Context: an optimization exercise on an open-source flow, tuned for small area. The choices shown serve that exercise and are no tape-out recipe.
Function was checked by simulation only, so behaviour that the tests miss may differ from the original.
Power is estimated from default activity; no workload was simulated.

==> flow/design.v <==
module ppm_dec #(
    parameter integer CPU      = 10,    
    parameter integer Q_IN_CAP = 4,     
    parameter integer Q_OUT_CAP = 4     
) (
    input  wire         clk,
    input  wire         rst,           
    input  wire         pin,           
    input  wire         ready_set,     
    input  wire         kick_set,      
    input  wire         msg_valid,     
    input  wire [31:0]  msg_src,
    output wire         msg_ready,
    output wire         out_valid,     
    output wire [31:0]  out_dst,
    output wire [191:0] out_data,
    input  wire         out_pop,
    output reg          malformed
);
    reg        run;               
    reg        ready;
    reg [3:0]  r;                 
    reg [10:0] q;                 
    reg        kick;
    reg        last;
    reg [3:0]  idx;
    reg [119:0] frame;            
    reg [31:0] in_src;            
    reg [2:0]  in_cnt;
    reg [31:0]  outq_dst  [0:3];
    reg [119:0] outq_data [0:3];
    reg [3:0]   out_head;         
    reg [2:0]   out_cnt;
    wire [3:0]  idx_w   = (idx >= 4'd12) ? 4'd0 : idx;    
    wire        rise    = ~last &  pin;
    wire        fall    =  last & ~pin;
    wire        r_nz    = (r != 4'd0);
    wire        e_gap   = (q > 11'd2020) | ((q == 11'd2020) & r_nz);
    wire        e_long  = (q > 11'd620)  | ((q == 11'd620)  & r_nz);
    wire        is_gap  = rise & e_gap;
    wire        is_chan = rise & ~e_gap;
    wire        is_long = fall & e_long;
    wire        edge_seen = rise | fall;
    wire [9:0]  width_w = (q < 11'd1000) ? 10'd1000 :
                          (q > 11'd2000) ? 10'd976  : q[9:0];
    wire        service  = run & kick;
    wire [9:0]   st_w = rst ? 10'd1000 : width_w;
    wire [119:0] frame_nx;
    genvar g;
    generate
        for (g = 0; g < 12; g = g + 1) begin : g_pack
            wire st = rst | (run & is_chan & (idx_w == g));
            assign frame_nx[10*g +: 10] =
                ({10{st}} & st_w) | ({10{~st}} & frame[10*g +: 10]);
        end
    endgenerate
    wire push_reply = service && (out_cnt != 3'd4);
    wire pop_reply  = out_pop && (out_cnt != 3'd0);
    wire [3:0] out_tail = (out_cnt[1:0] == 2'd0) ? out_head :
                          (out_cnt[1:0] == 2'd1) ? {out_head[2:0], out_head[3]} :
                          (out_cnt[1:0] == 2'd2) ? {out_head[1:0], out_head[3:2]} :
                                                   {out_head[0], out_head[3:1]};
    assign msg_ready = (in_cnt != 3'd4);
    assign out_valid = (out_cnt != 3'd0);
    assign out_dst   = ({32{out_head[0]}} & outq_dst[0]) |
                       ({32{out_head[1]}} & outq_dst[1]) |
                       ({32{out_head[2]}} & outq_dst[2]) |
                       ({32{out_head[3]}} & outq_dst[3]);
    wire [119:0] head_w = ({120{out_head[0]}} & outq_data[0]) |
                          ({120{out_head[1]}} & outq_data[1]) |
                          ({120{out_head[2]}} & outq_data[2]) |
                          ({120{out_head[3]}} & outq_data[3]);
    generate
        for (g = 0; g < 12; g = g + 1) begin : g_out
            wire [9:0] w = head_w[10*g +: 10];
            assign out_data[16*g +: 16] =
                {5'd0, ~(w[9:5] == 5'b11111 && w[4:3] != 2'b00), w};
        end
    endgenerate
    wire       accept_msg  = msg_valid && msg_ready;
    wire [2:0] in_cnt_left = service ? 3'd0 : in_cnt;
    always @(posedge clk)
        frame <= frame_nx;
    integer i;
    always @(posedge clk) begin
        if (rst) begin
            run       <= 1'b0;
            ready     <= 1'b0;
            r         <= 4'd0;
            q         <= 11'd300;
            kick      <= 1'b0;
            last      <= 1'b0;
            idx       <= 4'd0;
            in_src    <= 32'd0;
            malformed <= 1'b0;
            in_cnt    <= 3'd0;
            out_head  <= 4'b0001;
            out_cnt   <= 3'd0;
        end else begin
            malformed <= 1'b0;
            if (!run) begin
                if (ready) begin
                    run <= 1'b1;
                    r   <= 4'd0;
                    q   <= 11'd300;
                end
            end else begin
                if (is_gap)
                    idx <= 4'd0;
                else if (is_chan)
                    idx <= idx_w + 4'd1;
                else
                    idx <= idx_w;
                if (is_long)
                    malformed <= 1'b1;
                last <= pin;
                if (service)
                    kick <= 1'b0;
                if (edge_seen) begin
                    r <= 4'd1;
                    q <= 11'd300;
                end else if (r == 4'd9) begin
                    r <= 4'd0;
                    if (q != 11'h7FF)
                        q <= q + 11'd1;
                end else
                    r <= r + 4'd1;
            end
            if (ready_set)
                ready <= 1'b1;
            if (kick_set)
                kick <= 1'b1;
            if (accept_msg)
                in_src <= msg_src;
            in_cnt <= in_cnt_left + {2'b00, accept_msg};
            for (i = 0; i < 4; i = i + 1)
                if (push_reply && out_tail[i]) begin
                    outq_dst[i]  <= in_src;
                    outq_data[i] <= frame_nx;
                end
            if (pop_reply)
                out_head <= {out_head[2:0], out_head[3]};
            out_cnt <= out_cnt + {2'b00, push_reply} - {2'b00, pop_reply};
        end
    end
endmodule
module ppm_enc #(
    parameter integer CPU      = 10,    
    parameter integer Q_IN_CAP = 4      
) (
    input  wire         clk,
    input  wire         rst,           
    input  wire         ready_set,     
    input  wire         kick_set,      
    input  wire         msg_valid,     
    input  wire [8:0]   msg_len,
    input  wire [191:0] msg_data,
    output wire         msg_ready,
    output wire         ppm_out
);
    reg        run;               
    reg        ready;
    reg        kick;
    reg        level;
    reg [3:0]  idx;
    reg        phase;             
    reg [3:0]  fr;                
    reg [14:0] fq;                
    reg        fpast;             
    localparam [14:0] F0     = 15'h0001;    
    localparam [14:0] F22500 = 15'h3538;    
    reg [10:0] c;
    reg [9:0]  frame [0:11];      
    reg        fdef;              
    reg [9:0]  upd [0:11];        
    reg        upd_v;
    reg [2:0]  in_cnt;
    assign ppm_out = level;
    wire        wait_pad = ~level & (idx == 4'd0);
    wire        fq_eq    = (fq == F22500);
    wire        f_end    = fq_eq | fpast;
    wire        on_phase = phase ? (fr == 4'd9) : (fr == 4'd0);
    wire        hit      = wait_pad ? f_end : (on_phase & (c == 11'd301));
    reg  [9:0]  ch_w;
    integer k;
    always @* begin
        ch_w = fdef ? 10'd1000 : 10'd0;
        for (k = 0; k < 12; k = k + 1)
            ch_w = ch_w | ({10{~fdef && idx == k}} & frame[k]);
    end
    wire [10:0] ch_v  = {~(ch_w[9:5] == 5'b11111 && ch_w[4:3] != 2'b00), ch_w};
    wire service = run & kick;
    assign msg_ready = (in_cnt != 3'd4);
    wire       accept_msg  = msg_valid && msg_ready;
    wire       accept_upd  = accept_msg && (msg_len == 9'd24);
    wire [2:0] in_cnt_left = service ? 3'd0 : in_cnt;
    wire [9:0] msg_w [0:11];
    genvar g;
    generate
        for (g = 0; g < 12; g = g + 1) begin : g_clamp
            wire [15:0] v = msg_data[16*g +: 16];
            assign msg_w[g] = (v < 16'd1000) ? 10'd1000 :
                              (v > 16'd2000) ? 10'd976  : v[9:0];
        end
    endgenerate
    integer i;
    always @(posedge clk)
        if (!rst && service && upd_v)
            for (i = 0; i < 12; i = i + 1)
                frame[i] <= upd[i];
    always @(posedge clk) begin
        if (rst) begin
            run      <= 1'b0;
            ready    <= 1'b0;
            kick     <= 1'b0;
            level    <= 1'b0;
            idx      <= 4'd0;
            phase    <= 1'b0;
            fr       <= 4'd0;
            fq       <= F22500;
            fpast    <= 1'b0;
            c        <= 11'd0;
            upd_v    <= 1'b0;
            in_cnt   <= 3'd0;
            fdef     <= 1'b1;
        end else begin
            if (!run) begin
                if (ready)
                    run <= 1'b1;
            end else begin
                if (fr == 4'd9) begin
                    fr <= 4'd0;
                    fq <= {fq[13:0], fq[14] ^ fq[13]};
                    if (fq_eq)
                        fpast <= 1'b1;
                end else
                    fr <= fr + 4'd1;
                if (hit) begin
                    level <= ~level;
                    if (!level) begin
                        c <= 11'd600;
                        if (idx == 4'd0) begin
                            phase <= fpast | ~(fq_eq && fr == 4'd0);
                            fr    <= 4'd1;
                            fq    <= F0;
                            fpast <= 1'b0;
                        end
                    end else if (idx == 4'd12) begin
                        idx <= 4'd0;
                    end else begin
                        c   <= ch_v;
                        idx <= idx + 4'd1;
                    end
                end else if (on_phase) begin
                    c <= c - 11'd1;
                end
                if (service) begin
                    kick <= 1'b0;
                    if (upd_v)
                        fdef <= 1'b0;
                end
            end
            if (ready_set)
                ready <= 1'b1;
            if (kick_set)
                kick <= 1'b1;
            if (accept_upd)
                for (i = 0; i < 12; i = i + 1)
                    upd[i] <= msg_w[i];
            if (service || accept_upd)
                upd_v <= accept_upd;
            in_cnt <= in_cnt_left + {2'b00, accept_msg};
        end
    end
endmodule
module ppm_core (
    input  wire         clk,
    input  wire         rst,             
    input  wire         dec_reset,       
    input  wire         dec_ready,       
    input  wire         dec_kick,        
    input  wire         ppm_in,          
    input  wire         dec_msg_valid,   
    input  wire [31:0]  dec_msg_src,
    output wire         dec_msg_ready,
    output wire         dec_out_valid,   
    output wire [31:0]  dec_out_dst,
    output wire [191:0] dec_out_data,
    input  wire         dec_out_pop,
    output wire         dec_malformed,
    input  wire         enc_reset,       
    input  wire         enc_ready,       
    input  wire         enc_kick,        
    input  wire         enc_msg_valid,   
    input  wire [8:0]   enc_msg_len,
    input  wire [191:0] enc_msg_data,
    output wire         enc_msg_ready,
    output wire         ppm_out          
);
    localparam integer CPU = 10;         
    ppm_dec #(.CPU(CPU), .Q_IN_CAP(4), .Q_OUT_CAP(4)) u_dec (
        .clk       (clk),
        .rst       (rst | dec_reset),
        .pin       (ppm_in),
        .ready_set (dec_ready),
        .kick_set  (dec_kick),
        .msg_valid (dec_msg_valid),
        .msg_src   (dec_msg_src),
        .msg_ready (dec_msg_ready),
        .out_valid (dec_out_valid),
        .out_dst   (dec_out_dst),
        .out_data  (dec_out_data),
        .out_pop   (dec_out_pop),
        .malformed (dec_malformed)
    );
    ppm_enc #(.CPU(CPU), .Q_IN_CAP(4)) u_enc (
        .clk       (clk),
        .rst       (rst | enc_reset),
        .ready_set (enc_ready),
        .kick_set  (enc_kick),
        .msg_valid (enc_msg_valid),
        .msg_len   (enc_msg_len),
        .msg_data  (enc_msg_data),
        .msg_ready (enc_msg_ready),
        .ppm_out   (ppm_out)
    );
endmodule
==> flow/flow/run.sh <==
#!/bin/bash
# The standard layout (standard.sh, synthesis unchanged) with two changes:
# port buffers are buf_1 cells, and CTS clusters up to 25 sinks within
# 100 um per leaf buffer and inserts no dummy loads.
set -euo pipefail
bash standard.sh \
  'BUFFER_PORTS_ARGS=-buffer_cell sky130_fd_sc_hd__buf_1' \
  'CTS_ARGS=-sink_clustering_enable -repair_clock_nets -sink_clustering_size 25 -sink_clustering_max_diameter 100 -dont_use_dummy_load' \
  finish > standard_flow.log 2>&1
==> flow/standard.sh <==
#!/bin/bash
# synth_recipe.tcl (not shown) runs the flow's synth.tcl, then flattens the netlist and writes it again
# the make line also repeats each setting of config.mk as NAME=value (left out here)
make -C /OpenROAD-flow-scripts/flow DESIGN_CONFIG=/design/flow/config.mk WORK_HOME=/design/flow/orfs CLKGATE_MAP_FILE= SYNTH_SCRIPT=/design/flow/synth_recipe.tcl "${@:-finish}"
==> flow/config.mk <==
export PLATFORM = sky130hd
export DESIGN_NAME = ppm_core
export DESIGN_NICKNAME = ppm_core
export VERILOG_FILES = /design/flow/design.v
export SDC_FILE = /design/flow/constraint.sdc
export NUM_CORES = 4
export LEC_CHECK = 0
export CAP_MARGIN = 20
export CORE_MARGIN = 2
export CORE_UTILIZATION = 40
export SLEW_MARGIN = 20
==> flow/constraint.sdc <==
create_clock -name core_clock -period 20.0 [get_ports {clk}]
set_input_delay 4.0000 -clock core_clock [delete_from_list [all_inputs] [get_ports {clk}]]
set_output_delay 4.0000 -clock core_clock [all_outputs]
set_load 0.01 [all_outputs]
==> run summary, run 1 <==
- Status: finished clean
- Worst R2R Setup Slack: ~15 ns
- Async set-reset flop share out of synthesis: 0
- Share of layout cells above drive strength 1: 0.0563
- Hold Crit Depth: 2
- Gpl congestion: 0.803
- Flop pwr share: 0.673
- Area occupied by multi-input gates: between 0.01 and 0.015 sq mm
- Top Ports: 474
- Post-synth cell types: 77
- TritonCTS buffer count: 50
- CTS tree: yes
- Largest net degree at the start of global routing: 114
- Global-route wire length before repair: 149 mm
- FP Rows: 118
- CP max FO: 64
- Seq. cell area: 0.0301 sq mm
- Gate power share: 0.021
- Layout Nets: 3,577
- CTS resizes: 0
- Die Span X: 326 um
- Max Freq: 0.125 GHz
- Critical path required time: 16.00 ns
- Initial Util: 0.402
- Cell-internal power: 0.00286 W
- Synth Cell Area: 0.0416 sq mm
- LEAKAGE: 16.2 nW
- Final Hold Viols: 0
- Psw: 0.000695 W
- Critical path type: reg -> out
- RSZ-0062 raised after global routing: false
- Antenna viol nets, final: 0
- Synth warn: 6
- Max Slew Vio Count: 0
- FF-to-FF End: u_dec.outq_data[2][53]
- Fillers: 9,299
- Crit path time final: 8.01 ns
- Pre-Repair DR Iteration Count: 5
- Vias per cell: 5.24
- Min-Delay Endpoint: u_enc.fq[7]
- Synth Flop Type: edfxtp_1
- Clk buf depth: 3
- CTS root buffer: clkbuf_16
- Clock latency (worst-skew pair): around 0.67 ns
- Die ar.: 0.107 sq mm
- Core Region: 0.103 sq mm
- HP Start: u_enc.fq[6]
- CTS H-Tree Depth: 2
- ANT cells: 0
- Final std cells w/o fill: 4,682
- Vias in the first global route: 23,452
- Synth Instances: 2,962
- Synthesis-to-layout area growth: 9.63%
- Sequential fraction of the synthesis area: 0.724
- Initial antenna violation count: 4
- Clock skew: between 0.09 and 0.1 ns
- Post-CTS Hold Buffers: 0
- DR WL/cell: 21.6 um
- PD cells: 78.0 mW/mm^2
- DP Wirelength: 64.3 mm
- Final setup fails: 0
- Worst reg2reg startpoint: u_dec.out_head[1]
- Die Ht: 326 um
- Final setup TNS: 0 ns
- Startpoint Class: flip-flop
- Clk pwr share: 0.306
- Worst-Margin Slew: 1.14 ns
- Post-Route WL: 101 mm
- Post-CTS Setup Inserts: 0
- Max-cap violations: 0
- Worst-path clk slew: about 0.090 ns
- Worst Path Arrival: 4.01 ns
- Period utilization: 0.400
- Port Buf Inserts: just over 400
- Worst-case reg-to-reg path depth: 5
- VDD IR max: approximately 0.000055 V
- Total number of vias: 24,528
- HP Class: reg -> reg
- Iteration-0 DRC Markers: 1,910
- EDFF count, synth: 848
- Average cell area after synthesis: around 14 sq um
- Slew HR: 0.226
- CTS sink count: ~1,100
- Placed cell count: 4,631
- Gr usage total: 0.184
- Gr ovfl total: 0
- Drt drc: 0
- Crit end category: output port
- Sw Share: 0.195
- Flops & latches, synth: around 1,100
critical path, cell delays in order (launching register included):
cell	delay, ns
dfxtp_4	0.66
buf_4	0.73
buf_4	0.73
a22oi_1	0.19
nand2_1	0.13
o21ai_0	0.29
nand4bb_1	0.35
buf_1	0.17
per-stage QoR:
stage | worst slack (ns) | hold slack, ns | power [W] | util | area [sq um]
after floorplan | 2.11 | 0.400 | 0.00249 | - | 41800
after global placement | 12.60 | 0.402 | 0.00252 | 0.429 | 44300
after detailed placement | 12.57 | 0.405 | 0.00252 | 0.429 | 44300
after CTS | 11.96 | 0.384 | 0.00359 | 0.441 | 45600
after global routing | 11.78 | 0.415 | 0.00367 | 0.441 | 45600
final | 11.99 | 0.381 | 0.00356 | 0.441 | 45600
power groups by stage:
stage | combinational (W) | clock, W | sequential [W]
6_report | 0.0000753 | 0.00109 | 0.00239
5_1_grt | 0.0000846 | 0.00119 | 0.00239
4_1_cts | 0.0000759 | 0.00112 | 0.00239
3_5_place_dp | 0.0000756 | 0 | 0.00244
3_3_place_gp | 0.0000751 | 0 | 0.00244
2_1_floorplan | 0.0000501 | 0 | 0.00244
registers in the layout (all words and copies together) (netlist names), 3 cells and up:
name,count
u_dec.out_head,4
u_enc.fr,4
u_enc.upd,120
u_enc.frame,120
u_enc.c,11
u_dec.in_cnt,3
u_dec.frame,120
u_dec.out_cnt,3
u_dec.r,4
u_dec.q,11
u_dec.idx,4
u_enc.idx,4
u_dec.outq_dst,128
u_dec.in_src,32
u_enc.in_cnt,3
u_enc.fq,15
u_dec.outq_data,480
cell type report:
| class | count | area share |
|---|---|---|
| Sequential cell | 1079 | 0.660 |
| Tap cell | 1380 | 0.0379 |
| Multi-Input combinational cell | 1646 | 0.227 |
| Clock buffer | 50 | 0.0275 |
| Timing Repair Buffer | 449 | 0.0409 |
| Inverter | 78 | 0.00642 |
placed cells by master (no fill, tap or decap), types with 6 or more instances in the layout:
cell and n:
a22oi_1 325, dfxtp_1 227, and3_1 9, and2_1 13, o21ai_0 38, nand4bb_1 12
buf_1 413, a21o_1 24, edfxtp_1 848, a22o_1 11, xnor2_1 7, nor2_1 180
inv_1 78, o21bai_1 12, or2_2 52, conb_1 60, nand3_1 25, nand4_1 15
xor2_1 11, or3_1 6, nor2b_1 11, a21oi_1 84, mux2i_1 136, a211oi_1 7
nor3_1 44, a221oi_1 6, buf_4 32, nor4_1 15, nand2b_1 16, ha_1 27
a31oi_1 19, and4_1 12, o211a_1 14, clkbuf_16 50, nand2_1 359
synthesized netlist by cell type, types with 11 or more instances:
cell	count	area, sq um
a21o_1	24	180
a21oi_1	86	430
a22o_1	11	96.3
a22oi_1	325	2440
a31oi_1	19	119
and2_1	13	81.3
and3_1	13	81.3
and4_1	12	105
buf_1	15	56.3
buf_2	12	60.1
buf_4	69	518
clkbuf_1	114	428
dfxtp_1	231	4620
edfxtp_1	848	25500
ha_1	27	338
inv_1	78	293
mux2i_1	136	1360
nand2_1	359	1350
nand2b_1	16	100
nand3_1	26	130
nand4_1	15	93.8
nand4bb_1	12	135
nor2_1	185	694
nor2b_1	11	68.8
nor3_1	44	220
nor4_1	15	93.8
o211a_1	14	140
o21ai_0	38	190
o21bai_1	13	97.6
or2_2	53	332
xor2_1	11	96.3
kinds of logic after synthesis:
family                   Yosys count  share of synthesized area
other                              1                  0.0000902
buffers and inverters            296                     0.0347
flip-flops                      1079                      0.724
adder cells (fa/ha/maj)           28                    0.00861
AO/OA/AOI/OAI                    588                      0.101
XOR/XNOR                          18                    0.00379
AND/OR/NAND/NOR                  808                     0.0919
multiplexers                     144                     0.0360
worst max-delay path by stage:
stage,startpoint,to,slack [ns],cells after the start
final,u_dec.out_head[0],dec_out_data[42],11.99,7
after CTS,u_dec.out_head[0],dec_out_data[26],11.96,7
after global placement,rst,u_dec.outq_data[3][54],12.60,6
after global routing,u_dec.out_head[0],dec_out_data[74],11.78,7
after floorplan,rst,u_enc.upd[0][0],2.11,5
after detailed placement,rst,u_dec.outq_data[2][53],12.57,6
metal layers:
metal	vias to the layer above	part of all wire	GRT usage
met5	-	0	0
met1	12110	0.44	0.253
met3	94	0.056	0.0299
li1	11583	-	-
met4	0	0.019	0.0381
met2	741	0.49	0.310
==> run 2: changes to the inputs <==
--- a/flow/design.v
+++ b/flow/design.v
@@ -167,6 +167,7 @@
     reg [3:0]  fr;                
     reg [14:0] fq;                
     reg        fpast;             
+    reg        first;             
     localparam [14:0] F0     = 15'h0001;    
     localparam [14:0] F22500 = 15'h3538;    
     reg [10:0] c;
@@ -178,7 +179,7 @@
     assign ppm_out = level;
     wire        wait_pad = ~level & (idx == 4'd0);
     wire        fq_eq    = (fq == F22500);
-    wire        f_end    = fq_eq | fpast;
+    wire        f_end    = first | fq_eq | fpast;
     wire        on_phase = phase ? (fr == 4'd9) : (fr == 4'd0);
     wire        hit      = wait_pad ? f_end : (on_phase & (c == 11'd301));
     reg  [9:0]  ch_w;
@@ -209,17 +210,37 @@
             for (i = 0; i < 12; i = i + 1)
                 frame[i] <= upd[i];
     always @(posedge clk) begin
+            if (fr == 4'd9) begin
+                fr <= 4'd0;
+                fq <= {fq[13:0], fq[14] ^ fq[13]};
+                if (fq_eq)
+                    fpast <= 1'b1;
+            end else
+                fr <= fr + 4'd1;
+            if (hit) begin
+                if (!level) begin
+                    c <= 11'd600;
+                    if (idx == 4'd0) begin
+                        phase <= ~first & (fpast | ~(fq_eq && fr == 4'd0));
+                        fr    <= 4'd1;
+                        fq    <= F0;
+                        fpast <= 1'b0;
+                    end
+                end else begin
+                    c <= ch_v;
+                end
+            end else if (on_phase) begin
+                c <= c - 11'd1;
+            end
+        end
+    always @(posedge clk) begin
         if (rst) begin
             run      <= 1'b0;
             ready    <= 1'b0;
             kick     <= 1'b0;
             level    <= 1'b0;
             idx      <= 4'd0;
-            phase    <= 1'b0;
-            fr       <= 4'd0;
-            fq       <= F22500;
-            fpast    <= 1'b0;
-            c        <= 11'd0;
+            first    <= 1'b1;
             upd_v    <= 1'b0;
             in_cnt   <= 3'd0;
             fdef     <= 1'b1;
@@ -228,31 +249,16 @@
                 if (ready)
                     run <= 1'b1;
             end else begin
-                if (fr == 4'd9) begin
-                    fr <= 4'd0;
-                    fq <= {fq[13:0], fq[14] ^ fq[13]};
-                    if (fq_eq)
-                        fpast <= 1'b1;
-                end else
-                    fr <= fr + 4'd1;
                 if (hit) begin
                     level <= ~level;
                     if (!level) begin
-                        c <= 11'd600;
-                        if (idx == 4'd0) begin
-                            phase <= fpast | ~(fq_eq && fr == 4'd0);
-                            fr    <= 4'd1;
-                            fq    <= F0;
-                            fpast <= 1'b0;
-                        end
+                        if (idx == 4'd0)
+                            first <= 1'b0;
                     end else if (idx == 4'd12) begin
                         idx <= 4'd0;
                     end else begin
-                        c   <= ch_v;
                         idx <= idx + 4'd1;
                     end
-                end else if (on_phase) begin
-                    c <= c - 11'd1;
                 end
                 if (service) begin
                     kick <= 1'b0;
==> run 2 against run 1 <==
Die area fell by 0.17%. Routed wire length down 0.34%. Highest routed layer is now met5. Cell area down 0.14%. Sequential power about the same. Flip-flop and latch count rose by 1. Total power barely moved. Critical path depth fell by 1. Setup slack better by 0.40 ns. Synthesized area down 0.17%. Combinational power decreased by 0.5%. Synthesized cell count is 1.5% lower.
==> run summary, run 2 <==
- TritonCTS buffer count: 49
- Die Ht: 326 um
- Final std cells w/o fill: 4,655
- CP peak stage delay: 0.98 ns
- Synth Instances: 2,919
- Placed cell count: 4,604
- Flops & latches, synth: 1,080
- Most flops, register: u_dec.outq_data
- Share of layout cells above drive strength 1: 0.0742
- Worst-Margin Slew: 1.08 ns
- Final setup fails: 0
- Antenna viol nets, final: 0
- Pre-Repair DR Iteration Count: 8
- Crit end category: output port
- Synth top area cells: edfxtp_1 (62%), dfxtp_1 (11%), a22oi_1 (5.6%)
- Clock skew: around 0.085 ns
- Total number of vias: 24,446
- Critical path depth in cells: 6
- Final Util: 0.441
- CP max FO: 69
- Most common cell in the netlist: edfxtp_1
- CTS sink count: 1,080
- Max Freq: 0.131 GHz
- Top Ports: 474
- Post-synth top area cell: edfxtp_1
- Startpoint Class: flip-flop
- Status: finished clean
- Delay-heaviest family, CP: flip-flops
- Synthesis-to-layout area growth: 9.67%
- Final setup TNS: 0 ns
- DR WL/cell: 21.6 um
- Crit-path slowest cell: dfxtp_4
- Yosys top cell area share: 0.622
- CTS root buffer: clkbuf_16
- Largest registers: u_dec.outq_data (480), u_dec.outq_dst (128)
- Average cell area after synthesis: 14.2 sq um
- Drt drc: 0
- Most frequent cells in the layout: edfxtp_1 (860), buf_1 (413), nand2_1 (343)
- Synth Flop Type: edfxtp_1
- Synth cell count leaders: edfxtp_1 (860), nand2_1 (343), a22oi_1 (307), dfxtp_1 (220), nor2_1 (167)
- Synth warn: 6
- Period utilization: 0.381
- EDFF count, synth: 860
- Max reg flops: 480
- CTS resizes: 0
- Async set-reset flop share out of synthesis: 0
- Critical path required time: around 16 ns
- Slew HR: 0.272
- CP bufs+invs: 2
- CP cell instances: buf_4 > a22oi_1 > nand2_1 > o21ai_0 > nand4bb_1 > buf_1
- Clock latency (worst-skew pair): around 0.64 ns
- Gr usage total: 0.182
- VDD IR max: 0.0000668 V
- Post-CTS Setup Inserts: 0
- Layout Nets: 3,548
- Post-CTS Hold Buffers: 0
- DP Wirelength: 65.1 mm
- Vias per cell: around 5.3
- Initial Util: 0.402
- Max Slew Vio Count: 0
- Gpl congestion: 0.838
- Crit path time final: 7.61 ns
- Worst-path clk slew: 0.10 ns
- Iteration-0 DRC Markers: 1,918
- Gr ovfl total: 0
- Most common cell after layout, fill and taps aside: edfxtp_1
- Critical path type: reg -> out
- CTS H-Tree Depth: 2
- LEAKAGE: 15.4 nW
- Port Buf Inserts: 413
- Post-Route WL: roughly 100 mm
- FP Rows: 118
- HP Class: reg -> reg
- CTS tree: yes
- Hold Crit Depth: 2
- Sequential fraction of the synthesis area: 0.728
- RSZ-0062 raised after global routing: false
- Synth Cell Area: 0.0415 sq mm
- Worst Path Arrival: roughly 3.6 ns
- PD cells: 78.2 mW/mm^2
- Vias in the first global route: 23,038
- Clk buf depth: 3
- Final Hold Viols: 0
- Max-cap violations: 0
- Global-route wire length before repair: 148 mm
- Die ar.: 0.106 sq mm
- Post-synth cell types: 85
- Largest net degree at the start of global routing: 74
- Initial antenna violation count: 3
- Core Region: 0.103 sq mm
- Worst-case reg-to-reg path depth: 4
- Die Span X: 326 um
==> run 2: cell types whose count changed after synthesis, sizes merged, moves of 8 or more <==
cell / delta
nor2: -18
nand2: -8
a22oi: -19
dfxtp: -11
mux2: +52
nand3: +24
mux2i: -80
a21oi: +14
edfxtp: +12
a22o: -9
o21ai: +10
clkbuf: -8
==> run 2: worst register-to-register path, stage by stage (launching register included) <==
cell     delay (ns)
dfxtp_4        0.76
buf_4          0.72
mux4_2         0.50
and3_4         0.81
buf_4          0.80
==> run 2: final timing paths <==
kind | end | from | slack, ns
min | u_enc.fq[1] | u_enc.fq[0] | 0.42
min reg2reg | u_enc.fq[1] | u_enc.fq[0] | 0.42
max reg2reg | u_dec.outq_data[3][43] | u_dec.out_head[1] | 15.93
max | dec_out_data[154] | u_dec.out_head[2] | 12.39
==> run 2: layout make-up <==
class | instances | area [sq um]
Multi-Input combinational cell | 1619 | 10200
Tap cell | 1380 | 1730
Sequential cell | 1080 | 30200
Inverter | 76 | 285
Clock buffer | 49 | 1230
Fill cell | 9262 | 57700
Antenna cell | 2 | 5.00
Timing Repair Buffer | 449 | 1820
==> run 2: kinds of logic after synthesis <==
| family | count (synthesis) | synth area share |
|---|---|---|
| flops | 1080 | 0.728 |
| xor+xnor | 22 | 0.00464 |
| compound gates | 589 | 0.0995 |
| fa+ha+maj | 28 | 0.00862 |
| simple gates | 804 | 0.0955 |
| other cells | 1 | 0.0000904 |
| mux | 116 | 0.0309 |
| buf+inv | 279 | 0.0325 |
==> run 2: stage by stage <==
step / cell area, sq um / power, W / hold slack, ns / worst slack (ns)
finish: 45500 / 0.00356 / 0.416 / 12.39
global route: 45500 / 0.00367 / 0.432 / 12.30
CTS: 45500 / 0.00359 / 0.407 / 12.36
detailed placement: 44300 / 0.00253 / 0.405 / 12.69
global placement: 44300 / 0.00253 / 0.401 / 12.71
floorplan: 41700 / 0.00250 / 0.400 / 2.07
==> run 2: metal layers <==
| metal | GRT usage | vias to the layer above | part of all wire |
|---|---|---|---|
| li1 | - | 11507 | - |
| met1 | 0.258 | 12121 | 0.45 |
| met2 | 0.301 | 726 | 0.48 |
| met3 | 0.0283 | 90 | 0.056 |
| met4 | 0.0327 | 2 | 0.015 |
| met5 | 0 | - | 0.00011 |
==> run 2: where the power goes <==
part / total [W] / switching, W / internal [W]
sequential: 0.00240 / 0.00000457 / 0.00239
clock: 0.00108 / 0.000645 / 0.000439
combinational: 0.0000749 / 0.0000497 / 0.0000252
==> run 3: changes to the inputs <==
--- a/flow/design.v
+++ b/flow/design.v
@@ -189,7 +189,12 @@
         for (k = 0; k < 12; k = k + 1)
             ch_w = ch_w | ({10{~fdef && idx == k}} & frame[k]);
     end
-    wire [10:0] ch_v  = {~(ch_w[9:5] == 5'b11111 && ch_w[4:3] != 2'b00), ch_w};
+    wire        ch_top = (ch_w[9:6] == 4'b1111);
+    wire        ch_lo  = ch_top & (ch_w[5:3] == 3'b100);    
+    wire        ch_hi  = ch_top & (ch_w[5:3] == 3'b011);    
+    wire [10:0] ch_v   = ch_lo ? 11'd1000 :
+                         ch_hi ? 11'd2000 :
+                         {~(ch_top && ch_w[5] && ch_w[4:3] != 2'b00), ch_w};
     wire service = run & kick;
     assign msg_ready = (in_cnt != 3'd4);
     wire       accept_msg  = msg_valid && msg_ready;
@@ -200,8 +205,13 @@
     generate
         for (g = 0; g < 12; g = g + 1) begin : g_clamp
             wire [15:0] v = msg_data[16*g +: 16];
-            assign msg_w[g] = (v < 16'd1000) ? 10'd1000 :
-                              (v > 16'd2000) ? 10'd976  : v[9:0];
+            wire under = (v < 16'd1000);
+            wire over  = (v > 16'd2000);
+            assign msg_w[g] = {v[9:6] | {4{under | over}},
+                               under | (v[5] & ~over),
+                               over  | (v[4] & ~under),
+                               over  | (v[3] & ~under),
+                               v[2:0]};
         end
     endgenerate
     integer i;
==> run 3 against run 2 <==
Total power barely moved. Clock power is essentially flat. Non-clock buffer count increased by 4. Still clean on timing, DRC and antenna. Setup slack got worse by 0.51 ns. Global-route usage hardly changed. Clock skew shrank 0.021 ns. Flip-flop and latch count is the same.
==> run summary, run 3 <==
- Critical path type: reg -> out
- Post-Route WL: 100 mm
- Post-CTS Hold Buffers: 0
- Worst-path clk slew: 0.10 ns
- Final setup TNS: 0 ns
- EDFF count, synth: 860
- Synth warn: 6
- Most frequent cells in the layout: edfxtp_1 (860), buf_1 (413), nand2_1 (385)
- Max-cap violations: 0
- Top Ports: 474
- CTS root buffer: clkbuf_16
- Vias in the first global route: 23,199
- Async set-reset flop share out of synthesis: 0
- FF-to-FF End: u_dec.outq_data[3][49]
- Clk buf depth: 3
- Gpl congestion: ~0.82
- Post-synth cell types: between 70 and 80
- DR WL/cell: roughly 22 um
- Most common cell in the netlist: edfxtp_1
- Period utilization: 0.406
- Most common cell after layout, fill and taps aside: edfxtp_1
- Gr usage total: 0.183
- Crit-path most repeated cell: buf_4
- HP Start: u_enc.upd[0][5]
- PD cells: 78.6 mW/mm^2
- CTS H-Tree Depth: 2
- Setup ws final: 11.88 ns
- Share of layout cells above drive strength 1: 0.0534
- Sequential fraction of the synthesis area: 0.731
- Gr ovfl total: 0
- Clock latency (worst-skew pair): 0.65 ns
- Worst-Margin Slew: about 1.1 ns
- WHS: 0.393 ns
- Synth Flop Type: edfxtp_1
- Port Buf Inserts: a little over 400
- DP Wirelength: 64.5 mm
- Final Util: 0.443
- CTS tree: yes
- Post-synth top area cell: edfxtp_1
- FP Rows: 117
- Crit-path slowest cell: dfxtp_4
- Drt drc: 0
- Global-route wire length before repair: 147 mm
- Largest registers: u_dec.outq_data (480), u_dec.outq_dst (128)
- Startpoint Class: flip-flop
- Most flops, register: u_dec.outq_data
- Max Slew Vio Count: 0
- Antenna viol nets, final: 0
- HP Class: reg -> reg
- Core Region: around 0.10 sq mm
- Met2 usage in global routing: 0.313
- Slew HR: 0.245
- Synth top area cells: edfxtp_1 (62%), dfxtp_1 (11%), a22oi_1 (6.1%)
- CP peak stage delay: between 0.7 and 0.8 ns
- Max Freq: around 0.12 GHz
- Final setup fails: 0
- Overall power: approximately 0.0036 W
- Iteration-0 DRC Markers: 2,172
- Synth cell count leaders: edfxtp_1 (860), nand2_1 (385), a22oi_1 (336), dfxtp_1 (220), nor2_1 (187)
- Hold Crit Depth: 0
- Pre-Repair DR Iteration Count: 6
- TritonCTS buffer count: 50
- Synthesis-to-layout area growth: 9.65%
- Min-Delay Endpoint: u_enc.frame[0][5]
- Worst Path Arrival: a little over 4 ns
- Clock skew: 0.0637 ns
- Pre-CTS setup slack: 12.49 ns
- Post-CTS Setup Inserts: 0
- Crit path time final: 8.12 ns
- Synth Cell Area: 0.0413 sq mm
- Worst R2R Setup Slack: around 15 ns
- GRT busiest layer: met2
- Initial antenna violation count: 1
- Crit end category: output port
- Grt met1 use: 0.246
- RSZ-0062 raised after global routing: false
- Total number of vias: 24,607
- Die ar.: 0.106 sq mm
- Layout Nets: 3,553
- Flops & latches, synth: 1,080
- Initial Util: 0.404
- Die Span X: 325 um
- LEAKAGE: 15.7 nW
- M3 GR Usage: 0.0236
- Largest net degree at the start of global routing: 81
- Critical path required time: 16.00 ns
- CTS sink count: 1,080
- Worst reg2reg startpoint: u_dec.out_head[2]
- CTS resizes: 0
- Die Ht: about 330 um
- Synth Instances: 2,929
- Status: finished clean
- CP cell instances: buf_4 > buf_4 > a22oi_1 > nand2_1 > o21ai_0 > nand4bb_1 > buf_1
- Yosys top cell area share: 0.625
- Final Hold Viols: 0
- Average cell area after synthesis: 14.1 sq um
- CP max FO: just under 60
- Worst-case reg-to-reg path depth: 5
- VDD IR max: 0.0000673 V
- Vias per cell: 5.30
- Max reg flops: 480
run 3: cell types whose count changed in the layout (fill, tap and decap cells not counted), sizes merged, moves of 24 or more:
cell	before	now
mux2	56	1
nand2	351	385
o21ai	53	93
inv	76	37
a22oi	307	336
or4	3	27
mux2i	56	125
nor3	37	10
run 3: critical path: cells and delay by family, from the launching register on:
family / cells / cell delay, ns
AO/OA/AOI/OAI: 2 / 0.52
buffers and inverters: 3 / 1.61
flip-flops: 1 / 0.78
AND/OR/NAND/NOR: 2 / 0.48
run 3: how the worst max path moves through the flow:
stage                            startpoint                 to  slack [ns]  cells after the start
after floorplan                         rst    u_enc.upd[0][0]        2.24                      4
after global placement    u_dec.out_head[0]  dec_out_data[138]       12.56                      7
after detailed placement  u_dec.out_head[0]  dec_out_data[138]       12.49                      7
after CTS                 u_dec.out_head[0]  dec_out_data[138]       11.76                      7
after global routing      u_dec.out_head[0]   dec_out_data[42]       11.67                      7
final                     u_dec.out_head[0]  dec_out_data[138]       11.88                      7
run 3: cell families after synthesis:
kind of cell,share of synthesized area
compound gates,0.0984
fa+ha+maj,0.00890
other cells,0.0000907
xor+xnor,0.00572
mux,0.0327
buf+inv,0.0304
simple gates,0.0923
flops,0.731
run 3: layout make-up:
| cell class | count | area, sq um |
|---|---|---|
| fillers | 9238 | 56900 |
| flip-flops and latches | 1080 | 30200 |
| multi-input cells | 1658 | 10100 |
| repair buffers | 453 | 1850 |
| well taps | 1368 | 1710 |
| clock buffers | 50 | 1250 |
| inverters | 37 | 139 |
| diodes | 1 | 2.50 |
run 3: metrics by stage:
step	cell area [sq um]	instances
final	45300	4647
after floorplan	41500	2988
after detailed placement	44100	4596
after CTS	45300	4646
after global routing	45300	4646
after global placement	44100	4596
run 3: power by group:
group          switching [W]  leakage (nW)  internal [W]
Clock               0.000645         0.616      0.000447
Combinational      0.0000460          4.79     0.0000228
Sequential        0.00000457          10.2       0.00240
Total               0.000696          15.7       0.00286
run 3: layer usage:
layer	up-vias	share of wire
met3	102	0.049
met1	12279	0.44
met5	-	0.00010
met2	703	0.49
li1	11521	-
met4	2	0.022
==> run 4: changes to the inputs <==
==> flow/flow/run.sh (replaced) <==
#!/bin/bash
# The standard layout (standard.sh, synthesis unchanged) with three changes:
# port buffers are buf_1 cells; CTS clusters up to 25 sinks within 100 um
# per leaf buffer and inserts no dummy loads; the constant outputs keep the
# synthesis's tie cell instead of one tie cell each.
set -euo pipefail
bash standard.sh \
  'BUFFER_PORTS_ARGS=-buffer_cell sky130_fd_sc_hd__buf_1' \
  'CTS_ARGS=-sink_clustering_enable -repair_clock_nets -sink_clustering_size 25 -sink_clustering_max_diameter 100 -dont_use_dummy_load' \
  'SKIP_REPAIR_TIE_FANOUT=1' \
  finish > standard_flow.log 2>&1
==> run 4 against run 3 <==
Still clean. Sequential share of layout area increased by 0.35 points. Maximum frequency increased by 0.91%. Clock skew decreased by 0.010 ns. Utilization decreased by 0.23 points. First-iteration DRC count decreased by 9.2%. Sequential power about the same. Critical path depth unchanged. Critical path type unchanged. Highest routed layer unchanged.
==> run summary, run 4 <==
- Yosys top cell area share: 0.625
- Post-CTS Setup Inserts: 0
- Final setup TNS: 0 ns
- Clk buf depth: 3
- TritonCTS buffer count: 50
- CTS root buffer: clkbuf_16
- Synth top area cells: edfxtp_1 (62%), dfxtp_1 (11%), a22oi_1 (6.1%)
- Post-synth cell types: 72
- Total number of vias: 24,387
- EDFF count, synth: 860
- Post-CTS Hold Buffers: 0
- Crit end category: output port
- Gpl congestion: 0.805
- DR WL/cell: 22.1 um
- CTS sink count: 1,080
- CP max FO: ~70
- Most frequent cells in the layout: edfxtp_1 (860), buf_1 (413), nand2_1 (385)
- DP Wirelength: approximately 64 mm
- LEAKAGE: 15.5 nW
- Synth Flop Type: edfxtp_1
- VDD IR max: slightly below 0.00006 V
- Clock skew: about 0.053 ns
- Synth Area in Compound Gates: 0.0984
- Synth cell count leaders: edfxtp_1 (860), nand2_1 (385), a22oi_1 (336), dfxtp_1 (220), nor2_1 (187)
- RSZ-0062 raised after global routing: false
- Post-Synth XOR/XNOR Area: 0.00572
- Final setup fails: 0
- Vias per cell: 5.32
- Global-route wire length before repair: 150 mm
- Period utilization: 0.402
- CTS H-Tree Depth: 2
- Final Hold Viols: 0
- Average cell area after synthesis: between 10 and 15 sq um
- Area occupied by multi-input gates: 0.00989 sq mm
- Synthesis-to-layout area growth: 9.07%
- Pre-CTS setup slack: 11.98 ns
- Max Slew Vio Count: 0
- Largest registers: u_dec.outq_data (480), u_dec.outq_dst (128)
- Critical Path Start: u_dec.out_head[2]
- Synth warn: 6
- Worst-Margin Slew: 1.16 ns
- Max Freq: 0.124 GHz
- Worst Path Arrival: between 4 and 5 ns
- Worst reg2reg startpoint: u_dec.out_head[0]
- Crit path time final: 8.05 ns
- Clock latency (worst-skew pair): 0.66 ns
- HP Start: u_enc.upd[4][6]
- Critical path required time: 16.00 ns
- Largest family of logic cells by synthesized area: compound AO/OA/AOI/OAI gates
- Synth Cell Area: 0.0413 sq mm
- Share of layout cells above drive strength 1: 0.0538
- Flops & latches, synth: 1,080
- Top Ports: around 470
- Placed cell count: 4,535
- Post-synthesis mux area share: 0.0327
- CTS tree: yes
- Slew HR: 0.221
- Drt drc: 0
- Die Ht: between 300 and 400 um
- Pre-Repair DR Iteration Count: 5
- Die ar.: 0.106 sq mm
- Gr usage total: 0.186
- Layout Nets: around 3,500
- Seq. cell area: 0.0302 sq mm
- Die Span X: 325 um
- Most common cell in the netlist: edfxtp_1
- Simple-Gate Fraction of Synth Area: 0.0923
- Vias in the first global route: 23,291
- Core Region: approximately 0.10 sq mm
- Iteration-0 DRC Markers: 1,973
- Port Buf Inserts: 413
- Synth Instances: approximately 2,900
- Most flops, register: u_dec.outq_data
- Max reg flops: 480
- Max-cap violations: 0
- Critical path type: reg -> out
- Largest net degree at the start of global routing: 74
- PD cells: 79.2 mW/mm^2
- Post-Route WL: between 100 and 150 mm
- Antenna viol nets, final: 0
- Adder-cell share of the synthesized area: 0.00890
- HP Class: reg -> reg
- FP Rows: 117
- Initial antenna violation count: 9
- Gr ovfl total: 0
- Status: finished clean
- Async set-reset flop share out of synthesis: 0
- Setup ws final: ~12 ns
- CTS resizes: 0
- Final Util: 0.441
- Final std cells w/o fill: 4,585
- Initial Util: 0.404
- Startpoint Class: flip-flop
- ANT cells: 0
- Sequential fraction of the synthesis area: 0.731
- Post-synth top area cell: edfxtp_1
- Most common cell after layout, fill and taps aside: edfxtp_1
- Fillers: 9,272
- Worst-path clk slew: 0.10 ns
[run 4: cell counts after synthesis]
No cell type changed its count.
[run 4: per-stage QoR]
stage                     cell area, sq um  total power, W  hold slack (ns)
after detailed placement             43800         0.00252            0.405
after global routing                 45100         0.00368            0.426
after CTS                            45100         0.00360            0.419
after floorplan                      41300         0.00249            0.400
final                                45100         0.00357            0.417
after global placement               43800         0.00252            0.401
[run 4: metal layers]
metal | GRT usage | routed length (um) | up-vias
li1 | - | - | 11458
met1 | 0.259 | 45200 | 12132
met2 | 0.308 | 48900 | 677
met3 | 0.0329 | 5570 | 108
met4 | 0.0333 | 1660 | 12
met5 | 0 | 71 | -
[run 4: cell families after synthesis]
kind of cell | Yosys count
mux | 130
other cells | 1
buf+inv | 250
flops | 1080
xor+xnor | 27
simple gates | 809
compound gates | 603
fa+ha+maj | 29
[run 4: worst paths after layout]
check	to	slack (ns)	depth (start not counted)
max reg2reg	u_dec.outq_data[3][54]	15.35	5
min	u_enc.frame[4][6]	0.42	0
max	dec_out_data[138]	11.95	7
min reg2reg	u_enc.frame[4][6]	0.42	0
[run 4: where the power goes]
group          internal [W]  total [W]  switching, W
Sequential          0.00240    0.00240    0.00000457
Combinational     0.0000227  0.0000697     0.0000470
Clock              0.000447    0.00110      0.000653
[run 4: layout make-up]
type / instances / share of cell area
flip-flops and latches: 1080 / 0.671
multi-input cells: 1599 / 0.220
repair buffers: 451 / 0.0407
well taps: 1368 / 0.0380
clock buffers: 50 / 0.0278
inverters: 37 / 0.00308
[run 4: worst max-delay path, stage by stage, from the launching register on]
cell       delay [ns]
dfxtp_4          0.78
buf_4            0.59
buf_4            0.79
a22oi_1          0.20
nand2_1          0.14
o21ai_0          0.27
nand4bb_1        0.29
buf_1            0.19
==> run 5: changes to the inputs <==
--- a/flow/design.v
+++ b/flow/design.v
@@ -27,9 +27,11 @@
     reg [119:0] frame;            
     reg [31:0] in_src;            
     reg [2:0]  in_cnt;
-    reg [31:0]  outq_dst  [0:3];
-    reg [119:0] outq_data [0:3];
-    reg [3:0]   out_head;         
+    reg [31:0]  hd_dst;
+    reg [119:0] hd_data;
+    reg [31:0]  bq_dst  [0:2];
+    reg [119:0] bq_data [0:2];
+    reg [2:0]   bq_rd;            
     reg [2:0]   out_cnt;
     wire [3:0]  idx_w   = (idx >= 4'd12) ? 4'd0 : idx;    
     wire        rise    = ~last &  pin;
@@ -56,20 +58,26 @@
     endgenerate
     wire push_reply = service && (out_cnt != 3'd4);
     wire pop_reply  = out_pop && (out_cnt != 3'd0);
-    wire [3:0] out_tail = (out_cnt[1:0] == 2'd0) ? out_head :
-                          (out_cnt[1:0] == 2'd1) ? {out_head[2:0], out_head[3]} :
-                          (out_cnt[1:0] == 2'd2) ? {out_head[1:0], out_head[3:2]} :
-                                                   {out_head[0], out_head[3:1]};
+    wire       cnt0 = (out_cnt == 3'd0);
+    wire       cnt1 = (out_cnt == 3'd1);
+    wire [2:0] bq_wr = cnt1                   ? bq_rd :
+                       (out_cnt == 3'd2)      ? {bq_rd[1:0], bq_rd[2]} :
+                                                {bq_rd[0], bq_rd[2:1]};
+    wire       hd_new  = push_reply & (cnt0 | (cnt1 & pop_reply));
+    wire       hd_next = pop_reply & ~cnt1;
+    wire [2:0] bq_sel  = bq_rd & {3{hd_next}};
+    wire [31:0]  hd_dst_d  = ({32{hd_new}} & in_src) |
+                             ({32{bq_sel[0]}} & bq_dst[0]) |
+                             ({32{bq_sel[1]}} & bq_dst[1]) |
+                             ({32{bq_sel[2]}} & bq_dst[2]);
+    wire [119:0] hd_data_d = ({120{hd_new}} & frame_nx) |
+                             ({120{bq_sel[0]}} & bq_data[0]) |
+                             ({120{bq_sel[1]}} & bq_data[1]) |
+                             ({120{bq_sel[2]}} & bq_data[2]);
     assign msg_ready = (in_cnt != 3'd4);
     assign out_valid = (out_cnt != 3'd0);
-    assign out_dst   = ({32{out_head[0]}} & outq_dst[0]) |
-                       ({32{out_head[1]}} & outq_dst[1]) |
-                       ({32{out_head[2]}} & outq_dst[2]) |
-                       ({32{out_head[3]}} & outq_dst[3]);
-    wire [119:0] head_w = ({120{out_head[0]}} & outq_data[0]) |
-                          ({120{out_head[1]}} & outq_data[1]) |
-                          ({120{out_head[2]}} & outq_data[2]) |
-                          ({120{out_head[3]}} & outq_data[3]);
+    assign out_dst   = hd_dst;
+    wire [119:0] head_w = hd_data;
     generate
         for (g = 0; g < 12; g = g + 1) begin : g_out
             wire [9:0] w = head_w[10*g +: 10];
@@ -94,7 +102,7 @@
             in_src    <= 32'd0;
             malformed <= 1'b0;
             in_cnt    <= 3'd0;
-            out_head  <= 4'b0001;
+            bq_rd     <= 3'b001;
             out_cnt   <= 3'd0;
         end else begin
             malformed <= 1'b0;
@@ -133,13 +141,17 @@
             if (accept_msg)
                 in_src <= msg_src;
             in_cnt <= in_cnt_left + {2'b00, accept_msg};
-            for (i = 0; i < 4; i = i + 1)
-                if (push_reply && out_tail[i]) begin
-                    outq_dst[i]  <= in_src;
-                    outq_data[i] <= frame_nx;
+            if (hd_new || hd_next) begin
+                hd_dst  <= hd_dst_d;
+                hd_data <= hd_data_d;
+            end
+            for (i = 0; i < 3; i = i + 1)
+                if (push_reply && !hd_new && bq_wr[i]) begin
+                    bq_dst[i]  <= in_src;
+                    bq_data[i] <= frame_nx;
                 end
-            if (pop_reply)
-                out_head <= {out_head[2:0], out_head[3]};
+            if (hd_next)
+                bq_rd <= {bq_rd[1:0], bq_rd[2]};
             out_cnt <= out_cnt + {2'b00, push_reply} - {2'b00, pop_reply};
         end
     end
==> run 5 against run 4 <==
Cell count decreased by 3.1%. Highest routed layer is now met4. Global-route usage down 0.29 points. Critical path depth unchanged. Still clean. Non-clock buffer count grew 9. Largest cell class unchanged. Critical path type is now in -> reg. Via count shrank 0.64%.
==> run summary, run 5 <==
- Critical path required time: ~20 ns
- DR WL/cell: 22.4 um
- Crit path time final: 7.00 ns
- Flop pwr share: 0.671
- VDD IR max: 0.0000657 V
- Yosys top cell area share: 0.628
- Slew HR: 0.243
- Largest net degree at the start of global routing: 77
- Most common cell in the netlist: edfxtp_1
- PD cells: 79.4 mW/mm^2
- Worst-Margin Slew: 1.12 ns
- Gate power share: 0.021
- Period utilization: 0.350
- Pre-Repair DR Iteration Count: 8
- Clock latency (worst-skew pair): 0.67 ns
- Synthesis-to-layout area growth: 9.53%
- CTS root buffer: clkbuf_16
- Top Ports: between 400 and 500
- HP Class: reg -> reg
- WHS: 0.407 ns
- Final Util: 0.442
- Die Ht: between 300 and 400 um
- Final setup fails: 0
- Final setup TNS: 0 ns
- Startpoint Class: primary input
- Clk pwr share: 0.308
- Critical path type: in -> reg
- Psw: 0.000708 W
- Clk buf depth: 3
- Max Slew Vio Count: 0
- Max Freq: 0.143 GHz
- Vias in the first global route: 23,105
- Most frequent cells in the layout: edfxtp_1 (860), buf_1 (413), dfxtp_1 (219)
- Post-Route WL: ~99 mm
- LEAKAGE: 14.1 nW
- TritonCTS buffer count: 50
- Flops & latches, synth: 1,079
- Post-CTS Hold Buffers: 0
- ANT cells: 0
- Core Region: a little over 0.1 sq mm
- Max-cap violations: 0
- Global-route wire length before repair: between 100 and 150 mm
- Most flops, register: u_dec.bq_data
- Synth Flop Type: edfxtp_1
- Drt drc: 0
- Crit end category: flip-flop
- RSZ-0062 raised after global routing: false
- Port Buf Inserts: 413
- Sw Share: 0.198
- CTS sink count: 1,079
- EDFF count, synth: 860
- Clock skew: between 0.1 and 0.15 ns
- Post-synth top area cell: edfxtp_1
- Worst Path Arrival: 7.17 ns
- Cell-internal power: roughly 0.0029 W
- Post-CTS Setup Inserts: 0
- Worst-path clk slew: 0.10 ns
- Total number of vias: 24,231
- Overall power: 0.00357 W
- Layout Nets: between 3,000 and 4,000
- Final Hold Viols: 0
- Iteration-0 DRC Markers: 2,437
- Die ar.: ~0.11 sq mm
- Status: finished clean
- Sequential fraction of the synthesis area: 0.735
- Max reg flops: 360
- Die Span X: 325 um
- Post-synth cell types: 72
- Most common cell after layout, fill and taps aside: edfxtp_1
- Synth warn: 6
- Average cell area after synthesis: ~15 sq um
- FP Rows: 117
- Placed cell count: between 4,000 and 5,000
- Synth Cell Area: 0.0411 sq mm
- DP Wirelength: 63.0 mm
- Async set-reset flop share out of synthesis: 0
- CTS resizes: 0
- CTS tree: yes
- Gr usage total: 0.183
- Initial antenna violation count: 1
- Synth top area cells: edfxtp_1 (63%), dfxtp_1 (11%), a22o_1 (2.8%)
- CP max FO: 63
- Gr ovfl total: 0
- Synth cell count leaders: edfxtp_1 (860), dfxtp_1 (219), nand2_1 (204), a21oi_1 (171), a22o_1 (131)
- Initial Util: 0.403
- Vias per cell: 5.45
- CTS H-Tree Depth: 2
- Final std cells w/o fill: 4,444
- Synth Instances: around 2,800
- Antenna viol nets, final: 0
- Gpl congestion: 0.805
- Share of layout cells above drive strength 1: 0.0816
==> run 5: cell types whose count changed in the layout (fill, tap and decap cells not counted), sizes merged, moves of 39 or more <==
cell / before / now
a22o: 6 / 131
a221o: 0 / 118
mux2i: 125 / 47
nor2: 187 / 126
a22oi: 336 / 21
mux2: 1 / 40
nor3: 10 / 77
nand2: 385 / 208
a21oi: 110 / 171
==> run 5: path summary, 6_finish.rpt <==
kind	startpoint	to	slack (ns)	cells after the start
worst max-delay path	rst	u_dec.bq_data[1][60]	13.00	7
worst max register to register	u_dec.run	u_dec.bq_data[1][60]	15.95	6
worst min-delay path	u_enc.upd[0][6]	u_enc.frame[0][6]	0.41	0
worst min register to register	u_enc.upd[0][6]	u_enc.frame[0][6]	0.41	0
==> run 5: cell families after synthesis <==
| family | after synthesis | share of synthesized area |
|---|---|---|
| xor gates and xnor gates | 25 | 0.00533 |
| and+or+nand+nor | 630 | 0.0785 |
| DFF | 1079 | 0.735 |
| buffers and inverters | 266 | 0.0320 |
| adders and majority gates | 29 | 0.00895 |
| muxes | 87 | 0.0232 |
| AOI/OAI and AO/OA | 652 | 0.117 |
| other | 1 | 0.0000912 |
==> run 5: final cells by class <==
class / instances / area (sq um)
flip-flops and latches: 1079 / 30200
clock buffers: 50 / 1250
repair buffers: 460 / 1900
fillers: 9115 / 56900
inverters: 63 / 236
well taps: 1368 / 1710
multi-input cells: 1424 / 9710
==> run 5: worst max-delay path, stage by stage <==
cell and delay [ns]:
buf_1 0.22, or2_4 0.51, nor2_1 0.14, o21ai_0 0.31, a211oi_4 0.29, buf_4 0.82
buf_4 0.81
==> run 5: per-stage QoR <==
| step | instance area (sq um) | worst slack (ns) |
|---|---|---|
| finish | 45000 | 13.00 |
| global route | 45000 | 12.76 |
| CTS | 45000 | 12.88 |
| detailed placement | 43800 | 12.29 |
| global placement | 43800 | 12.27 |
| floorplan | 41100 | 2.24 |
==> run 5: power by group through the flow <==
stage / Combinational (W) / Clock [W] / Sequential [W]
finish: 0.0000747 / 0.00110 / 0.00240
global route: 0.0000831 / 0.00121 / 0.00240
CTS: 0.0000755 / 0.00114 / 0.00240
detailed placement: 0.0000751 / 0 / 0.00245
global placement: 0.0000741 / 0 / 0.00245
floorplan: 0.0000480 / 0 / 0.00245
==> run 5: routing by layer <==
metal  GRT usage  up-vias  wire (um)
met5           0        -          0
met4      0.0366        0       1780
met3      0.0233       95       5090
met2       0.297      699      47200
met1       0.265    12223      45400
li1            -    11214          -
==> run 6: changes to the inputs <==
--- a/flow/design.v
+++ b/flow/design.v
@@ -65,15 +65,19 @@
                                                 {bq_rd[0], bq_rd[2:1]};
     wire       hd_new  = push_reply & (cnt0 | (cnt1 & pop_reply));
     wire       hd_next = pop_reply & ~cnt1;
+    wire       hd_keep = ~(hd_new | hd_next);
     wire [2:0] bq_sel  = bq_rd & {3{hd_next}};
-    wire [31:0]  hd_dst_d  = ({32{hd_new}} & in_src) |
+    wire       hd_ld   = hd_new;
+    wire [31:0]  hd_dst_d  = ({32{hd_ld}} & in_src) |
                              ({32{bq_sel[0]}} & bq_dst[0]) |
                              ({32{bq_sel[1]}} & bq_dst[1]) |
-                             ({32{bq_sel[2]}} & bq_dst[2]);
-    wire [119:0] hd_data_d = ({120{hd_new}} & frame_nx) |
+                             ({32{bq_sel[2]}} & bq_dst[2]) |
+                             ({32{hd_keep}} & hd_dst);
+    wire [119:0] hd_data_d = ({120{hd_ld}} & frame_nx) |
                              ({120{bq_sel[0]}} & bq_data[0]) |
                              ({120{bq_sel[1]}} & bq_data[1]) |
-                             ({120{bq_sel[2]}} & bq_data[2]);
+                             ({120{bq_sel[2]}} & bq_data[2]) |
+                             ({120{hd_keep}} & hd_data);
     assign msg_ready = (in_cnt != 3'd4);
     assign out_valid = (out_cnt != 3'd0);
     assign out_dst   = hd_dst;
@@ -89,6 +93,10 @@
     wire [2:0] in_cnt_left = service ? 3'd0 : in_cnt;
     always @(posedge clk)
         frame <= frame_nx;
+    always @(posedge clk) begin
+        hd_dst  <= hd_dst_d;
+        hd_data <= hd_data_d;
+    end
     integer i;
     always @(posedge clk) begin
         if (rst) begin
@@ -141,10 +149,6 @@
             if (accept_msg)
                 in_src <= msg_src;
             in_cnt <= in_cnt_left + {2'b00, accept_msg};
-            if (hd_new || hd_next) begin
-                hd_dst  <= hd_dst_d;
-                hd_data <= hd_data_d;
-            end
             for (i = 0; i < 3; i = i + 1)
                 if (push_reply && !hd_new && bq_wr[i]) begin
                     bq_dst[i]  <= in_src;
==> run 6 against run 5 <==
Die area decreased by 0.82%. Cell count rose by 8.2%. Sequential share of layout area down 3.1 points. Setup slack improved by 0.36 ns. Still clean.
==> run summary, run 6 <==
- Status: finished clean
- Max reg flops: 360
- M3 GR Usage: 0.0250
- Top Ports: 474
- Most common cell in the netlist: edfxtp_1
- Pre-Repair DR Iteration Count: 5
- Gr usage total: 0.186
- Die ar.: 0.104 sq mm
- Post-CTS Hold Buffers: 0
- Post-synth cell types: 71
- HP Start: u_enc.upd[4][4]
- Post-synthesis mux area share: 0.0300
- Most frequent cells in the layout: edfxtp_1 (708), nand2_1 (518), buf_1 (413)
- HP Class: reg -> reg
- CP max FO: 57
- Critical Path Start: dec_out_pop
- Die Span X: ~320 um
- Vias in the first global route: 23,902
- Antenna viol nets, final: 0
- CTS resizes: 0
- Clk buf depth: 3
- Share of layout cells above drive strength 1: 0.0558
- VDD IR max: approximately 0.000065 V
- ANT cells: 0
- Worst Path Arrival: 7.20 ns
- Critical path type: in -> reg
- Clock latency (worst-skew pair): 0.65 ns
- Met2 usage in global routing: 0.309
- Max Freq: around 0.15 GHz
- CTS root buffer: clkbuf_16
- Startpoint Class: primary input
- Post-route cell area: 0.0448 sq mm
- Post-Synth XOR/XNOR Area: 0.00516
- Critical path required time: between 20 and 25 ns
- Global-route wire length before repair: 148 mm
- Dpl cell area: 0.0435 sq mm
- Grt met1 use: 0.256
- RSZ-0062 raised after global routing: false
- LEAKAGE: 14.4 nW
- Synthesis-to-layout area growth: 9.98%
- Drt drc: 0
- Initial antenna violation count: 3
- Largest net degree at the start of global routing: 153
- Period utilization: 0.332
- Yosys top cell area share: 0.522
- Simple-Gate Fraction of Synth Area: 0.119
- Async set-reset flop share out of synthesis: 0
- PD cells: 87.3 mW/mm^2
- Synth Area in Compound Gates: 0.102
- Synth cell count leaders: edfxtp_1 (708), nand2_1 (518), dfxtp_1 (371), nor2_1 (191), a22oi_1 (167)
- Most common cell after layout, fill and taps aside: edfxtp_1
- Post-synth top area cell: edfxtp_1
- Port Buf Inserts: 413
- Worst reg2reg startpoint: u_dec.out_cnt[1]
- CTS H-Tree Depth: 2
- Average cell area after synthesis: approximately 13 sq um
- Total number of vias: 25,622
- Final setup TNS: 0 ns
- Post-Route WL: 100 mm
- EDFF count, synth: 708
- Sequential fraction of the synthesis area: 0.704
- Worst-case reg-to-reg path depth: 8
- Clock skew: 0.0707 ns
- Overall power: about 0.0039 W
- Die Ht: ~320 um
- Synth Flop Type: edfxtp_1
- Slew HR: 0.210
- Flops & latches, synth: 1,079
- FP Rows: 117
- Adder-cell share of the synthesized area: 0.00878
- Synth warn: 6
- Core Region: 0.101 sq mm
- Worst-path clk slew: 0.09 ns
- Worst-Margin Slew: 1.18 ns
- Max Slew Vio Count: 0
- Final Hold Viols: 0
- DR WL/cell: roughly 21 um
- Crit path time final: 6.64 ns
- Final setup fails: 0
- Layout Nets: ~3,700
- Post-CTS Setup Inserts: 0
- CTS tree: yes
- Max-cap violations: 0
- Initial Util: 0.402
- Synth top area cells: edfxtp_1 (52%), dfxtp_1 (18%), nand2_1 (4.8%)
- Hold Crit Depth: 0
- Iteration-0 DRC Markers: 2,083
- Synth Cell Area: 0.0408 sq mm
- CTS sink count: 1,079
- GRT busiest layer: met2
- Gr ovfl total: 0
- Largest family of logic cells by synthesized area: simple AND/OR/NAND/NOR gates
- Vias per cell: 5.33
- TritonCTS buffer count: 51
- Crit end category: flip-flop
- Synth Instances: 3,156
- DP Wirelength: 60.8 mm
- Gpl congestion: 0.812
- Most flops, register: u_dec.bq_data
==> run 6: cell count changes in the layout (fill, tap and decap cells not counted), moves of 45 or more <==
| cell | delta |
|---|---|
| a22oi_1 | +146 |
| mux2i_1 | +74 |
| a22o_1 | -120 |
| edfxtp_1 | -152 |
| dfxtp_1 | +152 |
| nand3_1 | +51 |
| nand2_1 | +314 |
| nand4_1 | +45 |
| nor2_1 | +60 |
==> run 6: worst max-delay path: stages <==
cell,delay [ns]
buf_1,0.19
nor2b_1,0.37
and2_4,0.66
buf_4,0.74
buf_4,0.70
a22oi_1,0.19
nand2_1,0.13
a221o_1,0.10
==> run 6: worst paths after layout <==
path	to	slack, ns
max	u_dec.hd_data[49]	13.36
min	u_enc.frame[4][4]	0.38
max reg2reg	u_dec.hd_data[49]	16.23
min reg2reg	u_enc.frame[4][4]	0.38
==> run 6: cell type report <==
cell class / instances / area, sq um
Timing Repair Buffer: 457 / 1970
Clock buffer: 51 / 1280
Multi-Input combinational cell: 1813 / 11000
Tap cell: 1368 / 1710
Sequential cell: 1079 / 28700
Fill cell: 9309 / 56600
Inverter: 41 / 154
==> run 6: kinds of logic after synthesis <==
group                      count (synthesis)
AOI/OAI and AO/OA                        583
muxes                                    122
buffers and inverters                    264
adders and majority gates                 28
other                                      1
and+or+nand+nor                         1055
xor gates and xnor gates                  24
DFF                                     1079
==> run 6: per-layer routing <==
metal / part of all wire / routed length [um]
met3: 0.053 / 5340
met4: 0.023 / 2330
met5: 0.00010 / 10
met2: 0.48 / 48200
met1: 0.44 / 44200
==> run 6: per-stage QoR <==
stage | hold WS, ns | utilization | setup slack [ns] | instances
floorplan | 0.400 | - | 2.06 | 3156
global placement | 0.400 | 0.429 | 12.76 | 4756
detailed placement | 0.405 | 0.429 | 12.68 | 4756
CTS | 0.383 | 0.441 | 13.38 | 4807
global route | 0.382 | 0.442 | 13.18 | 4809
finish | 0.380 | 0.442 | 13.36 | 4809
==> run 6: where the power goes <==
part	internal [W]	switching (W)	total, W
sequential	0.00243	0.0000999	0.00253
clock	0.000456	0.000657	0.00111
combinational	0.000116	0.000149	0.000265

==> afterwards: timing with drivers on the ports <==
In the flow no input, the clock included, has a driving cell. The finished layouts below were timed again as built, in two steps. Step 1 (the two cells are an assumption about what drives the block):
set clk [get_ports {clk}]
set_driving_cell -lib_cell sky130_fd_sc_hd__clkbuf_16 $clk
set_driving_cell -lib_cell sky130_fd_sc_hd__buf_2 [delete_from_list [all_inputs] $clk]
Step 2 times the ports against the registers' clock, not the clock port: input delays grow and output delays shrink by t, the midpoint of the rising clock arrivals with the driver on. Slacks: no drivers / after step 1 / after step 2; pairs: no drivers / after step 1.
| run | shift t [ns] | setup WS [ns] | latest minus earliest clock arrival (ns) | slew at the worst register clock pin (ns) |
|---|---|---|---|---|
| run 1 | 0.703 | 11.991 / 11.918 / 12.621 | 0.098 / 0.098 | 0.10 / 0.10 |
| run 2 | 0.677 | 12.388 / 12.315 / 12.802 | 0.092 / 0.093 | 0.10 / 0.10 |
| run 3 | 0.686 | 11.880 / 11.813 / 12.499 | 0.064 / 0.065 | 0.10 / 0.10 |
| run 4 | 0.705 | 11.953 / 11.883 / 12.069 | 0.057 / 0.058 | 0.10 / 0.10 |
| run 5 | 0.672 | 13.002 / 13.039 / 12.366 | 0.119 / 0.119 | 0.10 / 0.10 |
| run 6 | 0.674 | 13.359 / 13.332 / 12.658 | 0.071 / 0.071 | 0.10 / 0.10 |
After both steps setup and hold are still met in every run listed. For run 6, which loses most, drivers alone change the setup slack by -0.027 ns; drivers and shift together by -0.701 ns.
